Source: an optimization exercise on an open RTL-to-GDS flow (aim: small area). Production flows keep margins and buffers that such runs may drop.
Function was checked by simulation only, so behaviour that the tests miss may differ from the original.

== run A ==
==> flow/design.v <==
module cpu16_alu (
    input  wire       x,         
    input  wire       y,         
    input  wire       cin,       
    input  wire       is_and,
    input  wire       is_or,
    output wire       r,         
    output wire       cout
);
    wire s = x ^ y ^ cin;
    assign cout = (x & y) | (cin & (x ^ y));
    assign r = is_and ? (x & y) : is_or ? (x | y) : s;
endmodule
module cpu16 (
    input  wire        clk,
    input  wire        rst,           
    output wire [15:0] imem_addr,
    input  wire [15:0] imem_rdata,
    output wire [15:0] dmem_addr,
    output wire [15:0] dmem_wdata,
    output wire        dmem_we,
    input  wire [15:0] dmem_rdata,
    input  wire [3:0]  dbg_sel,
    output wire [15:0] dbg_rdata,
    output wire [15:0] pc_o,
    output wire [15:0] sp_o,
    output wire [15:0] ir_o,
    output wire [3:0]  flags_o,       
    output wire        halted,
    output wire        faulted
);
    localparam [1:0] ST_FE = 2'd0, ST_P1 = 2'd1, ST_P2 = 2'd2, ST_CL = 2'd3;
    reg [255:0] rf;           
    reg [15:0]  pc, ir, T;
    reg [8:0]   sp;           
    reg [3:0]   t;            
    reg [1:0]   st;
    reg         fn, fz, fc, fv;
    reg         halted_r, faulted_r;
    reg         cy;           
    reg         pcy;          
    reg [3:0]   shn;          
    reg         shr;          
    wire ended = halted_r | faulted_r;
    wire run   = ~ended;
    wire [3:0] op = ir[15:12];
    wire [3:0] rd = ir[11:8];
    wire [3:0] ra = ir[7:4];
    wire [3:0] rb = ir[3:0];
    wire op_loadi = op == 4'h0;
    wire op_lui   = op == 4'h1;
    wire op_load  = op == 4'h2;
    wire op_store = op == 4'h3;
    wire op_addi  = op == 4'h4;
    wire op_sub   = op == 4'h6;
    wire op_and   = op == 4'h7;
    wire op_or    = op == 4'h8;
    wire op_shft  = op == 4'h9;
    wire op_beq   = op == 4'hA;
    wire op_bne   = op == 4'hB;
    wire op_b     = op == 4'hC;
    wire op_call  = op == 4'hD;
    wire op_ret   = op == 4'hE;
    wire op_halt  = op == 4'hF;
    wire op_alu   = (op >= 4'h4) && (op <= 4'h8);    
    wire op_addsub = (op >= 4'h4) && (op <= 4'h6);
    wire s_fe = st == ST_FE;
    wire s_p1 = st == ST_P1;
    wire s_p2 = st == ST_P2;
    wire clr  = st == ST_CL;               
    wire t0   = t == 4'd0;
    wire t15  = t == 4'd15;
    wire tsp  = (t <= 4'd8);               
    wire [3:0]  wsel = ended ? dbg_sel :
                       s_fe  ? imem_rdata[3:0] :
                       (s_p1 & op_store) ? rd :
                       (s_p1 & op_alu) ? rb : ra;
    wire [15:0] w;
    cpu16_wmux u_wmux (.rf(rf), .sel(wsel), .w(w));
    wire [15:0] wr0  = t[0] ? {w[14:0], w[15]} : w;
    wire [15:0] wr1  = t[1] ? {wr0[13:0], wr0[15:14]} : wr0;
    wire [15:0] wr2  = t[2] ? {wr1[11:0], wr1[15:12]} : wr1;
    wire [15:0] word = t[3] ? {wr2[7:0], wr2[15:8]} : wr2;
    wire pa = w[0];                        
    wire pb = T[15];                       
    wire       sext4 = op_addi | op_load | op_store;
    wire       sext8 = op[3] & (op[2] | op[1]);      
    wire [2:0] iidx  = (sext4 & (t[3] | t[2])) ? 3'd3 :
                       (sext8 & t[3]) ? 3'd7 : t[2:0];
    wire       ibit  = ir[iidx];
    wire sp_mode = (op_call & s_p1) | (op_ret & (s_p1 | s_p2));
    wire x   = sp_mode ? sp[0] : pa;
    wire y   = sp_mode ? (op_call & tsp) :
               sext4   ? ibit : (pb ^ op_sub);
    wire cin = t0 ? (op_sub | (op_ret & s_p2)) : cy;
    wire alu_r, cout;
    cpu16_alu u_alu (
        .x(x), .y(y), .cin(cin), .is_and(op_and), .is_or(op_or),
        .r(alu_r), .cout(cout)
    );
    wire [3:0] tidx = shr ? ~shn : (shn - 4'd1);
    wire       tap  = T[tidx];
    wire       shnz = shn != 4'd0;
    wire       sh_cap = op_shft & ((s_p1 & shr & t15) | (s_fe & ~shr & t0));
    wire [7:0] ea;
    genvar gi;
    generate for (gi = 0; gi < 8; gi = gi + 1) begin : g_ea
        assign ea[gi] = T[15 - gi];
    end endgenerate
    wire oor = |T[7:0];
    wire rdbit = dmem_rdata[t];
    wire wbit = clr ? 1'b0 :
                s_p2 ? (op_shft ? tap : op_alu ? alu_r : rdbit) :
                (ibit & (op[0] | ~t[3]));           
    wire wen  = clr | (run & ((s_p1 & (op_loadi | (op_lui & t[3]))) |
                              (s_p2 & (op_shft | op_alu | (op_load & ~oor)))));
    integer r;
    always @(posedge clk) begin
        for (r = 0; r < 16; r = r + 1)
            rf[16*r +: 16] <= {(wen & (clr | (rd == r))) ? wbit : rf[16*r],
                               rf[16*r+1 +: 15]};
    end
    wire br_take = (op_beq & fz) | (op_bne & ~fz) | op_b;
    wire pc_p1   = s_p1;
    wire pc_call = s_p2 & op_call & ~oor;
    wire pc_ret  = s_p2 & op_ret & ~oor;
    wire py      = ((pc_p1 & br_take) | pc_call) & ibit;
    wire pcin    = t0 ? pc_p1 : pcy;
    wire pc_sum  = pc[0] ^ py ^ pcin;
    wire pc_cout = (pc[0] & py) | (pcin & (pc[0] ^ py));
    wire pc_en   = clr | (run & (pc_p1 | pc_call | pc_ret));
    wire pc_in   = clr ? 1'b0 : pc_ret ? rdbit : pc_sum;
    wire sp_en   = clr ? tsp : (run & tsp & ((s_p1 & (op_call | op_ret)) | (s_p2 & op_ret & ~oor)));
    wire sp_in   = clr ? t[3] : alu_r;
    wire fetch    = run & s_fe & t15 & (pc[15:8] == 8'h00);
    always @(posedge clk) begin
        t   <= rst ? 4'd0 : t + 4'd1;
        cy  <= cout;
        pcy <= pc_cout;
        if (rst)
            ir[15] <= 1'b0;                     
        else if (fetch)
            ir <= imem_rdata;
        if (fetch) begin
            shn <= word[3:0];
            shr <= word[15] | (word[3:0] == 4'd0);
        end
        if (pc_en) pc <= {pc_in, pc[15:1]};
        if (sp_en) sp <= {sp_in, sp[8:1]};
        if (run & s_p1 & (op_load | op_store | op_shft | op_call | op_ret | op_alu))
            T <= {T[14:0], (op_shft | op_alu) ? (pa & (shr | op_alu)) : (alu_r & (tsp | ~sp_mode))};
        else if (run & s_p2 & (op_shft | op_alu))
            T <= {T[14:0], pa & ~shr};
        if (rst) begin
            st        <= ST_CL;
            halted_r  <= 1'b0;
            faulted_r <= 1'b0;
            fn <= 1'b0; fz <= 1'b0; fc <= 1'b0; fv <= 1'b0;
        end else if (run) begin
            if (s_p2 & (op_shft | op_alu)) begin
                fn <= wbit;
                fz <= ~wbit & (t0 | fz);
                if (op_alu) fc <= op_addsub & cout;
                fv <= op_addsub & (cin ^ cout);
            end
            if (sh_cap) fc <= tap & shnz;
            case (st)
                ST_CL: if (t15) st <= ST_FE;
                ST_FE: if (t15) begin
                    if (pc[15:8] != 8'h00) faulted_r <= 1'b1;
                    else                   st <= ST_P1;
                end
                ST_P1: if (t15) begin
                    if (op_halt) halted_r <= 1'b1;
                    st <= (op_load | op_store | op_shft | op_call | op_ret | op_alu) ? ST_P2 : ST_FE;
                end
                ST_P2: begin
                    if (t0 & (op_load | op_store | op_call | op_ret) & oor) faulted_r <= 1'b1;
                    if (t15) st <= ST_FE;
                end
            endcase
        end
    end
    assign dmem_we    = run & ~oor & s_p2 & t0 & (op_store | op_call);
    assign dmem_addr  = {8'h00, ea};
    assign dmem_wdata = ir[14] ? pc : word;
    assign imem_addr = pc;
    assign dbg_rdata = word;
    assign pc_o      = pc;
    assign sp_o      = {{7{sp[8] & sp[7]}}, sp};
    assign ir_o      = ir;
    assign flags_o   = {fn, fz, fc, fv};
    assign halted    = halted_r;
    assign faulted   = faulted_r;
endmodule
module cpu16_wmux (
    input  wire [255:0] rf,
    input  wire [3:0]   sel,
    output wire [15:0]  w
);
    wire [15:0] oh = 16'b1 << sel;
    genvar i, g;
    generate for (i = 0; i < 16; i = i + 1) begin : g_bit
        wire [15:0] tm;
        for (g = 0; g < 16; g = g + 1) begin : g_term
            assign tm[g] = rf[16*g+i] & oh[g];
        end
        wire [5:0] n;
        assign n[0] = ~(tm[0]  | tm[1]  | tm[2]);
        assign n[1] = ~(tm[3]  | tm[4]  | tm[5]);
        assign n[2] = ~(tm[6]  | tm[7]  | tm[8]);
        assign n[3] = ~(tm[9]  | tm[10] | tm[11]);
        assign n[4] = ~(tm[12] | tm[13] | tm[14]);
        assign n[5] = ~tm[15];
        assign w[i] = ~(&n);
    end endgenerate
endmodule
clock: 10.0 ns
lec_check: 0
abc_area: 1
cap_margin: 0
core_margin: 2
core_utilization: 60
place_density: 0.7
slew_margin: 0
standard.sh (not shown) runs the stock make flow with config.mk's settings and CLKGATE_MAP_FILE= SYNTH_SCRIPT=/design/flow/synth_recipe.tcl, a recipe that flattens the netlist after the stock synthesis.
==> flow/flow/run.sh <==
#!/bin/bash
# Own layout flow: the standard ORFS flow (standard.sh) with three changes:
#  - synthesis maps logic with area-oriented ABC scripts: the word mux module
#    cpu16_wmux (kept as a module until the end of synthesis, then flattened as
#    usual) with flow/abc_mux.script, the rest with flow/abc_area.script;
#    everything else in synthesis is the standard script, so registers are unchanged;
#  - ports are buffered with the smallest buffer (buf_1);
#  - clock tree synthesis uses small clock buffers and no dummy loads.
set -euo pipefail
W=$PWD
rm -rf "$W/own_scripts"
cp -r "$FLOW_HOME/scripts" "$W/own_scripts"
cp "$W/flow/abc_area.script" "$W/own_scripts/abc_area.script"
cp "$W/flow/abc_mux.script" "$W/own_scripts/abc_mux.script"
python3 - "$W/own_scripts/synth.tcl" <<'PY'
import sys
p = sys.argv[1]
s = open(p).read()
old = "  log_cmd abc {*}$abc_args\n"
assert s.count(old) == 1
new = ("  log_cmd abc {*}[lreplace $abc_args 1 1 $::env(SCRIPTS_DIR)/abc_mux.script] cpu16_wmux\n"
       + old)
open(p, "w").write(s.replace(old, new))
PY
export SYNTH_KEEP_MODULES=cpu16_wmux

export BUFFER_PORTS_ARGS="-buffer_cell sky130_fd_sc_hd__buf_1"
export CTS_ARGS="-sink_clustering_enable -repair_clock_nets -dont_use_dummy_load -sink_clustering_size 18 -sink_clustering_max_diameter 100 -buf_list {sky130_fd_sc_hd__clkbuf_8}"

SCRIPTS_DIR="$W/own_scripts" bash standard.sh synth > "$W/synth.log" 2>&1
bash standard.sh > "$W/layout.log" 2>&1
test -f "$W/out/final.def"
==> flow/flow/abc_area.script <==
strash
dch
amap -F 20 -A 40
topo
==> flow/flow/abc_mux.script <==
strash
&get -n
&dch
&nf -R 1000
&put
topo
No stage failed in run A, and the final checks on the layout all came back clean.
For run B, these inputs were changed with respect to run A:
--- a/flow/design.v
+++ b/flow/design.v
@@ -105,35 +105,42 @@
     wire [7:0] ea;
     genvar gi;
     generate for (gi = 0; gi < 8; gi = gi + 1) begin : g_ea
         assign ea[gi] = T[15 - gi];
     end endgenerate
     wire oor = |T[7:0];
-    wire rdbit = dmem_rdata[t];
+    wire ok2 = ~(t0 & oor);
+    wire tld   = s_p2 & t0 & (op_load | op_ret);
+    wire rdbit = t0 ? dmem_rdata[0] : T[15];
+    wire [15:0] tload;
+    generate for (gi = 1; gi < 16; gi = gi + 1) begin : g_tload
+        assign tload[gi] = dmem_rdata[16 - gi];
+    end endgenerate
+    assign tload[0] = 1'b0;
     wire wbit = clr ? 1'b0 :
                 s_p2 ? (op_shft ? tap : op_alu ? alu_r : rdbit) :
                 (ibit & (op[0] | ~t[3]));           
     wire wen  = clr | (run & ((s_p1 & (op_loadi | (op_lui & t[3]))) |
-                              (s_p2 & (op_shft | op_alu | (op_load & ~oor)))));
+                              (s_p2 & (op_shft | op_alu | (op_load & ok2)))));
     integer r;
     always @(posedge clk) begin
         for (r = 0; r < 16; r = r + 1)
             rf[16*r +: 16] <= {(wen & (clr | (rd == r))) ? wbit : rf[16*r],
                                rf[16*r+1 +: 15]};
     end
     wire br_take = (op_beq & fz) | (op_bne & ~fz) | op_b;
     wire pc_p1   = s_p1;
-    wire pc_call = s_p2 & op_call & ~oor;
-    wire pc_ret  = s_p2 & op_ret & ~oor;
+    wire pc_call = s_p2 & op_call & ok2;
+    wire pc_ret  = s_p2 & op_ret & ok2;
     wire py      = ((pc_p1 & br_take) | pc_call) & ibit;
     wire pcin    = t0 ? pc_p1 : pcy;
     wire pc_sum  = pc[0] ^ py ^ pcin;
     wire pc_cout = (pc[0] & py) | (pcin & (pc[0] ^ py));
     wire pc_en   = clr | (run & (pc_p1 | pc_call | pc_ret));
     wire pc_in   = clr ? 1'b0 : pc_ret ? rdbit : pc_sum;
-    wire sp_en   = clr ? tsp : (run & tsp & ((s_p1 & (op_call | op_ret)) | (s_p2 & op_ret & ~oor)));
+    wire sp_en   = clr ? tsp : (run & tsp & ((s_p1 & (op_call | op_ret)) | (s_p2 & op_ret & ok2)));
     wire sp_in   = clr ? t[3] : alu_r;
     wire fetch    = run & s_fe & t15 & (pc[15:8] == 8'h00);
     always @(posedge clk) begin
         t   <= rst ? 4'd0 : t + 4'd1;
         cy  <= cout;
         pcy <= pc_cout;
@@ -144,16 +151,17 @@
         if (fetch) begin
             shn <= word[3:0];
             shr <= word[15] | (word[3:0] == 4'd0);
         end
         if (pc_en) pc <= {pc_in, pc[15:1]};
         if (sp_en) sp <= {sp_in, sp[8:1]};
-        if (run & s_p1 & (op_load | op_store | op_shft | op_call | op_ret | op_alu))
-            T <= {T[14:0], (op_shft | op_alu) ? (pa & (shr | op_alu)) : (alu_r & (tsp | ~sp_mode))};
-        else if (run & s_p2 & (op_shft | op_alu))
-            T <= {T[14:0], pa & ~shr};
+        if (tld)
+            T <= tload;
+        else
+            T <= {T[14:0], s_p2 ? (pa & ~shr) :
+                           (op_shft | op_alu) ? (pa & (shr | op_alu)) : (alu_r & (tsp | ~sp_mode))};
         if (rst) begin
             st        <= ST_CL;
             halted_r  <= 1'b0;
             faulted_r <= 1'b0;
             fn <= 1'b0; fz <= 1'b0; fc <= 1'b0; fv <= 1'b0;
         end else if (run) begin
Notes after the runs:
- Diff run A -> run B | number of vias after detailed routing | up by a few percent
- Compared with run A, run B shows routed wire length that has gone up slightly.
- In terms of clock network area share, run A and run B differ only marginally.
- The lower final setup slack of the worst path of run A and run B is in run B.
- Against run A as the reference, run B delivers a lower share of cell area taken by flip-flops and latches.
- Per the comparison of run B with run A, total routed wire length on the met1 layer picked up an extra 900 um, non-clock buffer count has decreased, share of layout cells above drive strength 1 now sits lower, sequential fraction of the synthesis area decreased by 1.2 points relative to the old numbers.
- Critical path depth: lower on run A
- Comparing run B against run A, there is no change at all in clock buffer instance count of the final layout.
- Slew at the pin closest to its max-slew limit in run B is 0.026 ns higher than in run A

==> re-timing with driven ports <==
How much do the figures lean on ideal ports? The routed layouts below were timed once more, with nothing changed but the port constraints.
Step 1: set_driving_cell puts a clkbuf_16 on clk and a buf_2 on each other input, an assumption about the parent block.
Step 2, shift: input delay + t, output delay - t, t = (earliest + latest rising clock arrival at the registers) / 2. This alone moves slack from input paths to output paths.
Three values: no drivers, after step 1, after step 2; two values: the first two.
| run | shift t [ns] | setup WS [ns] | worst hold slack (ns) | worst setup path at the end | worst register clock-pin slew, ns |
|---|---|---|---|---|---|
| run A | 0.564 | 0.765 / 0.722 / 1.286 | 0.302 / 0.302 / 0.302 | register to output | 0.12 / 0.12 |
| run B | 0.568 | 0.676 / 0.635 / 1.202 | 0.305 / 0.305 / 0.305 | register to output | 0.12 / 0.12 |
After both steps setup and hold are still met in every run listed.
